From an optimization exercise on the open Yosys and OpenROAD flow, aimed at small area, a short achievable clock period and few clock cycles; shortcuts taken in it are not production practice.
The RTL was checked by simulation tests, not by an equivalence proof against the original design.

==> inputs of trial 95 <==
==> flow/design.v (excerpt) <==
module dfe_top (
    input  wire        clk,
    input  wire        rst,
    input  wire        cmd_valid,
    output wire        cmd_ready,
    input  wire [63:0] cmd_data,
    input  wire [7:0]  reg_addr,
    output reg  [31:0] reg_rdata,
    output wire        sink_valid,
    output wire [7:0]  sink_data,
    input  wire        sink_ready,
    input  wire        sink_err
);
    localparam [1:0] S_UNCONF = 2'd0, S_IDLE = 2'd1, S_FRAME = 2'd2, S_ERROR = 2'd3;
    localparam [3:0] OP_NOP = 4'h0, OP_CONFIG = 4'h1, OP_FSTART = 4'h2, OP_PIXEL = 4'h3,
                     OP_PUTB = 4'h4, OP_FLUSH = 4'h5, OP_ENCD = 4'h6, OP_ENCR = 4'h7,
                     OP_CLEAR = 4'h8;
    localparam [2:0] R_OK = 3'd0, R_RESERVED = 3'd1, R_STATE = 3'd2, R_OPERAND = 3'd3,
                     R_MISMATCH = 3'd4, R_PENDING = 3'd5, R_OVERFLOW = 3'd6,
                     R_ABORT = 3'd7;
    localparam [3:0] Q_IDLE   = 4'd0,    
                     Q_MUL    = 4'd1,    
                     Q_RUN    = 4'd2,    
                     Q_RESC   = 4'd3,    
                     Q_DELTA  = 4'd4,    
                     Q_DCODE  = 4'd5,    
                     Q_NORM   = 4'd6,    
                     Q_RAW    = 4'd7,    
                     Q_PIXUPD = 4'd8,    
                     Q_ENDUPD = 4'd9,    
                     Q_FLUSH  = 4'd10,   
                     Q_EMIT   = 4'd11,   
                     Q_FEND   = 4'd12;   
    reg [1:0]  state;
    reg [15:0] cfg_w, cfg_h;
    reg [31:0] length;
    reg [31:0] pix_idx;
    reg [31:0] run_len;
  ...
make LEC_CHECK=0 CAP_MARGIN=20 CORE_MARGIN=2 CORE_UTILIZATION=40 SETUP_SLACK_MARGIN=5 SLEW_MARGIN=20 SYNTH_MEMORY_MAX_BITS=16384 finish   # period 12.0 ns
run.sh (not shown) runs the stock make flow with config.mk's settings and CLKGATE_MAP_FILE= SYNTH_SCRIPT=/design/flow/synth_recipe.tcl, a recipe that flattens the netlist after the stock synthesis.
==> build 67 (differences from trial 95) <==
--- a/flow/design.v
+++ b/flow/design.v
@@ -231,15 +231,12 @@
     reg [31:0] run_len;
     reg [15:0] prev;
     reg [4:0]  rc_len;        
     reg [19:0] rc_code;       
     reg        rc_esc;        
-    reg [31:0] acc;
+    reg [77:0] win;
     reg [6:0]  occ;           
-    reg [6:0]  occ0;          
-    reg [3:0]  istep;         
-    reg        word2;         
     reg [63:0] frame_bytes;
     reg [63:0] total_bytes;
     reg        done;
     reg [2:0]  resp;
     reg        err_abort;     
@@ -253,11 +250,11 @@
     reg        dneg_r;        
     reg        pix_last;      
     reg [31:0] opnd;          
     assign cmd_ready  = (step == Q_IDLE);
     assign sink_valid = (step == Q_EMIT);
-    assign sink_data  = acc[31:24];
+    assign sink_data  = win[77:70];
     wire [3:0]  op    = cmd_data[63:60];
     wire [15:0] c_w   = cmd_data[31:16];
     wire [15:0] c_h   = cmd_data[15:0];
     wire [31:0] c_a   = cmd_data[31:0];
     wire [5:0]  c_n   = cmd_data[37:32];
@@ -339,30 +336,27 @@
     wire [7:0]  rcat  = nesc ? 8'd255 : rnext[7:0];
     wire [31:0] rraw  = rval - 32'd255;
     wire [4:0]  nlen;
     wire [19:0] ncode;
     dfe_run_cb u_rcb (.idx(rcat), .len(nlen), .bitsl(ncode));
-    wire        emit    = (step == Q_EMIT);
-    wire [3:0]  cur     = emit ? istep : step;
-    wire [6:0]  ocs     = emit ? occ0 : occ;
     reg  [31:0] gv;
     reg  [5:0]  gn;
     always @(*) begin
-        case (cur)
+        case (step)
             Q_RESC:  begin gv = rraw;          gn = 6'd32; end
             Q_DCODE: begin gv = {ecode, 18'd0}; gn = {2'd0, eclen}; end
             Q_RAW:   begin gv = opnd;          gn = raw_n; end
             default: begin gv = {rc_code, 12'd0}; gn = {1'b0, rc_len}; end  
         endcase
     end
-    wire        ins_d   = (cur == Q_DELTA) || ((cur == Q_IDLE) && !rc_esc);
-    wire [6:0]  gend    = ocs + {1'b0, gn};
-    wire [6:0]  dpos_at = (cur == Q_DELTA) ? ocs : ocs + {2'd0, rc_len};    
+    wire        ins_d   = (step == Q_DELTA) || (in_idle && !rc_esc);
+    wire [6:0]  gend    = occ + {1'b0, gn};
+    wire [6:0]  dpos_at = (step == Q_DELTA) ? occ : occ + {2'd0, rc_len};    
     wire [6:0]  occ_ins = ins_d ? dpos_at + {2'd0, dflen} : gend;
-    wire [77:0] g_ins   = (cur == Q_DELTA) ? 78'd0 : ({gv, 46'd0} >> ocs);
+    wire [77:0] g_ins   = (step == Q_DELTA) ? 78'd0 : ({gv, 46'd0} >> occ);
     wire [77:0] d_ins   = ins_d ? ({dfld, 52'd0} >> dpos_at) : 78'd0;
-    wire [77:0] win_ins = {acc, 46'd0} | g_ins | d_ins;
+    wire [77:0] win_ins = win | g_ins | d_ins;
     wire        d_ovf;
     dfe_delta_ovf u_dovf (.at(dpos_at), .sm(psm[15:0]), .ovf(d_ovf));
     wire        ovf     = ins_d ? d_ovf : (gend > 7'd32);
     wire [3:0]  after_run = closing ? Q_ENDUPD : use_opnd ? Q_IDLE : Q_DELTA;
     reg  [3:0]  ins_next;
@@ -384,11 +378,11 @@
             cfg_h       <= 16'd0;
             length      <= 32'd0;
             pix_idx     <= 32'd0;
             run_len     <= 32'd0; rc_len <= 5'd2; rc_code <= 20'd0; rc_esc <= 1'b0;
             prev        <= 16'd0;
-            acc         <= 32'd0;
+            win         <= 78'd0;
             occ         <= 7'd0;
             frame_bytes <= 64'd0;
             total_bytes <= 64'd0;
             done        <= 1'b0;
             resp        <= R_OK;
@@ -426,30 +420,25 @@
                                 state       <= S_FRAME;
                             end
                             OP_PIXEL: begin
                                 opnd <= {16'd0, c_a[15:0]};
                                 if (pix_valid) begin
-                                    acc   <= win_ins[77:46];
-                                    occ   <= occ_ins;
-                                    occ0  <= occ;
-                                    istep <= Q_IDLE;
-                                    word2 <= 1'b0;
+                                    win <= win_ins;
+                                    occ <= occ_ins;
                                     if (ovf) begin
                                         cnt      <= 6'd0;
                                         flushing <= 1'b0;
                                         ret_step <= rc_esc ? Q_RESC : Q_PIXUPD;
                                         step     <= Q_EMIT;
                                     end else if (rc_esc) begin
                                         step <= Q_RESC;
+                                    end else if (is_last) begin
+                                        step <= Q_PIXUPD;
                                     end else begin
                                         run_len <= 32'd0; rc_len <= 5'd2; rc_code <= 20'd0; rc_esc <= 1'b0;
                                         prev    <= c_a[15:0];
                                         pix_idx <= pix_next;
-                                        if (is_last) begin
-                                            closing <= 1'b1;
-                                            step    <= Q_RUN;
-                                        end
                                     end
                                 end else begin
                                     run_len <= run_len + 32'd1; rc_len <= nlen; rc_code <= ncode; rc_esc <= nesc;
                                     pix_idx <= pix_next;
                                     if (is_last) begin
@@ -477,11 +466,11 @@
                                 rc_code  <= ncode;
                                 rc_esc   <= nesc;
                                 step     <= Q_RUN;
                             end
                             OP_CLEAR: begin
-                                acc       <= 32'd0;
+                                win       <= 78'd0;
                                 occ       <= 7'd0;
                                 run_len   <= 32'd0; rc_len <= 5'd2; rc_code <= 20'd0; rc_esc <= 1'b0;
                                 prev      <= 16'd0;
                                 pix_idx   <= 32'd0;
                                 done      <= 1'b0;
@@ -496,29 +485,21 @@
                     length <= {mul_sum, length[15:1]};
                     cnt    <= cnt + 6'd1;
                     if (cnt == 6'd15) step <= Q_IDLE;
                 end
                 Q_RUN, Q_RESC, Q_DELTA, Q_DCODE, Q_RAW: begin
-                    acc   <= win_ins[77:46];
-                    occ   <= occ_ins;
-                    occ0  <= occ;
-                    istep <= step;
-                    word2 <= 1'b0;
+                    win <= win_ins;
+                    occ <= occ_ins;
                     if (step == Q_DCODE) begin
                         raw_n <= ek;
                         cnt   <= ek;
                     end
                     if (ovf) begin
                         cnt      <= 6'd0;
                         flushing <= 1'b0;
                         ret_step <= ins_next;
                         step     <= Q_EMIT;
-                    end else if (step == Q_RUN && closing && !rc_esc) begin
-                        run_len <= 32'd0; rc_len <= 5'd2; rc_code <= 20'd0; rc_esc <= 1'b0;
-                        flushing <= 1'b1;
-                        ret_step <= Q_FEND;
-                        step     <= Q_EMIT;
                     end else begin
                         step <= ins_next;
                     end
                 end
                 Q_NORM: begin
@@ -540,13 +521,11 @@
                         step <= Q_IDLE;
                     end
                 end
                 Q_ENDUPD: begin
                     run_len <= 32'd0; rc_len <= 5'd2; rc_code <= 20'd0; rc_esc <= 1'b0;
-                    flushing <= 1'b1;
-                    ret_step <= Q_FEND;
-                    step     <= Q_EMIT;
+                    step    <= Q_FLUSH;
                 end
                 Q_FLUSH: begin
                     if (occ == 7'd0) begin
                         step <= closing ? Q_FEND : Q_IDLE;
                     end else begin
@@ -558,37 +537,28 @@
                 Q_EMIT: if (sink_ready) begin
                     if (sink_err) begin
                         state     <= S_ERROR;
                         err_abort <= 1'b1;
                         resp      <= R_ABORT;
-                        acc       <= 32'd0;
+                        win       <= 78'd0;
                         occ       <= 7'd0;
                         done      <= 1'b0;
                         step      <= Q_IDLE;
                     end else begin
                         total_bytes <= total_bytes + 64'd1;
                         if (state == S_FRAME)
                             frame_bytes <= frame_bytes + 64'd1;
-                        acc <= {acc[23:0], 8'd0};
-                        if (!flushing && cnt[1:0] == 2'd3) begin
-                            acc   <= word2 ? {win_ins[13:0], 18'd0} : win_ins[45:14];
-                            word2 <= 1'b1;
-                        end
+                        win <= {win[69:0], 8'd0};
                         occ <= occ_sub8;
                         cnt <= cnt + 6'd1;
                         if (flushing ? (occ <= 7'd8)
                                      : ((cnt[1:0] == 2'd3) && (occ <= 7'd40))) begin
-                            if (ret_step == Q_PIXUPD) begin
+                            if (ret_step == Q_PIXUPD && !pix_last) begin
                                 run_len <= 32'd0; rc_len <= 5'd2; rc_code <= 20'd0; rc_esc <= 1'b0;
                                 prev    <= opnd[15:0];
                                 pix_idx <= pix_next;
-                                closing <= pix_last;
-                                step    <= pix_last ? Q_RUN : Q_IDLE;
-                            end else if (ret_step == Q_FEND) begin
-                                state <= S_IDLE;
-                                done  <= 1'b1;
-                                step  <= Q_IDLE;
+                                step    <= Q_IDLE;
                             end else begin
                                 cnt  <= raw_n;
                                 step <= ret_step;
                             end
                         end
@@ -611,11 +581,11 @@
             8'h04: reg_rdata = {cfg_w, cfg_h};
             8'h08: reg_rdata = length;
             8'h0C: reg_rdata = pix_idx;
             8'h10: reg_rdata = run_len;
             8'h14: reg_rdata = {16'd0, prev};
-            8'h18: reg_rdata = acc;
+            8'h18: reg_rdata = win[77:46];
             8'h20: reg_rdata = {25'd0, free};
             8'h24: reg_rdata = frame_bytes[31:0];
             8'h28: reg_rdata = frame_bytes[63:32];
             8'h2C: reg_rdata = total_bytes[31:0];
             8'h30: reg_rdata = total_bytes[63:32];
==> out/qor.yml <==
outcome: "complete, no violations"
slowest_delay_ns: 0.55
whs_ns: 0.496
synth_compound_area_frac: 0.327
n_fill_cell: 10600
synth_cell_types: 103
grt_max_degree: 123
(the above is from build 67)
==> out/qor.yml <==
outcome: "complete, no violations"
synth_cell_types: 122
grt_max_degree: 151
drc: 0
whs_ns: 0.471
n_fill_cell: 10200
synth_compound_area_frac: 0.324
synth.area.top_cells: "dfxtp_1, nand2_1, nor2_1"
(the above is from trial 95)
Testbench counts of trial 95, summed over its fixed seeds: cycles 12,820.
Testbench counts of build 67, summed over its fixed seeds: cycles 12,882.

[static timing again, ports no longer ideal]
In the flow no input, the clock included, has a driving cell. The finished layouts below were timed again as built, in two steps.
Step 1: set_driving_cell puts a clkbuf_16 on clk and a buf_2 on each other input, an assumption about the parent block.
Step 2, shift: input delay + t, output delay - t, t = (earliest + latest rising clock arrival at the registers) / 2. This alone moves slack from input paths to output paths.
Slacks: ideal / step 1 / step 2; pairs: ideal / step 1.
run	shift t [ns]	setup WS [ns]	worst setup path at the end	latest minus earliest clock arrival (ns)	worst register clock-pin slew, ns
trial 95	0.714	4.872 / 4.881 / 4.166	input to register	0.021 / 0.021	0.07 / 0.07
build 67	0.732	4.953 / 5.002 / 4.271	input to register	0.027 / 0.027	0.07 / 0.07
After both steps setup and hold are still met in every run listed. The setup slack of trial 95, which loses most, moves by +0.009 ns with the drivers and by -0.706 ns with both steps.
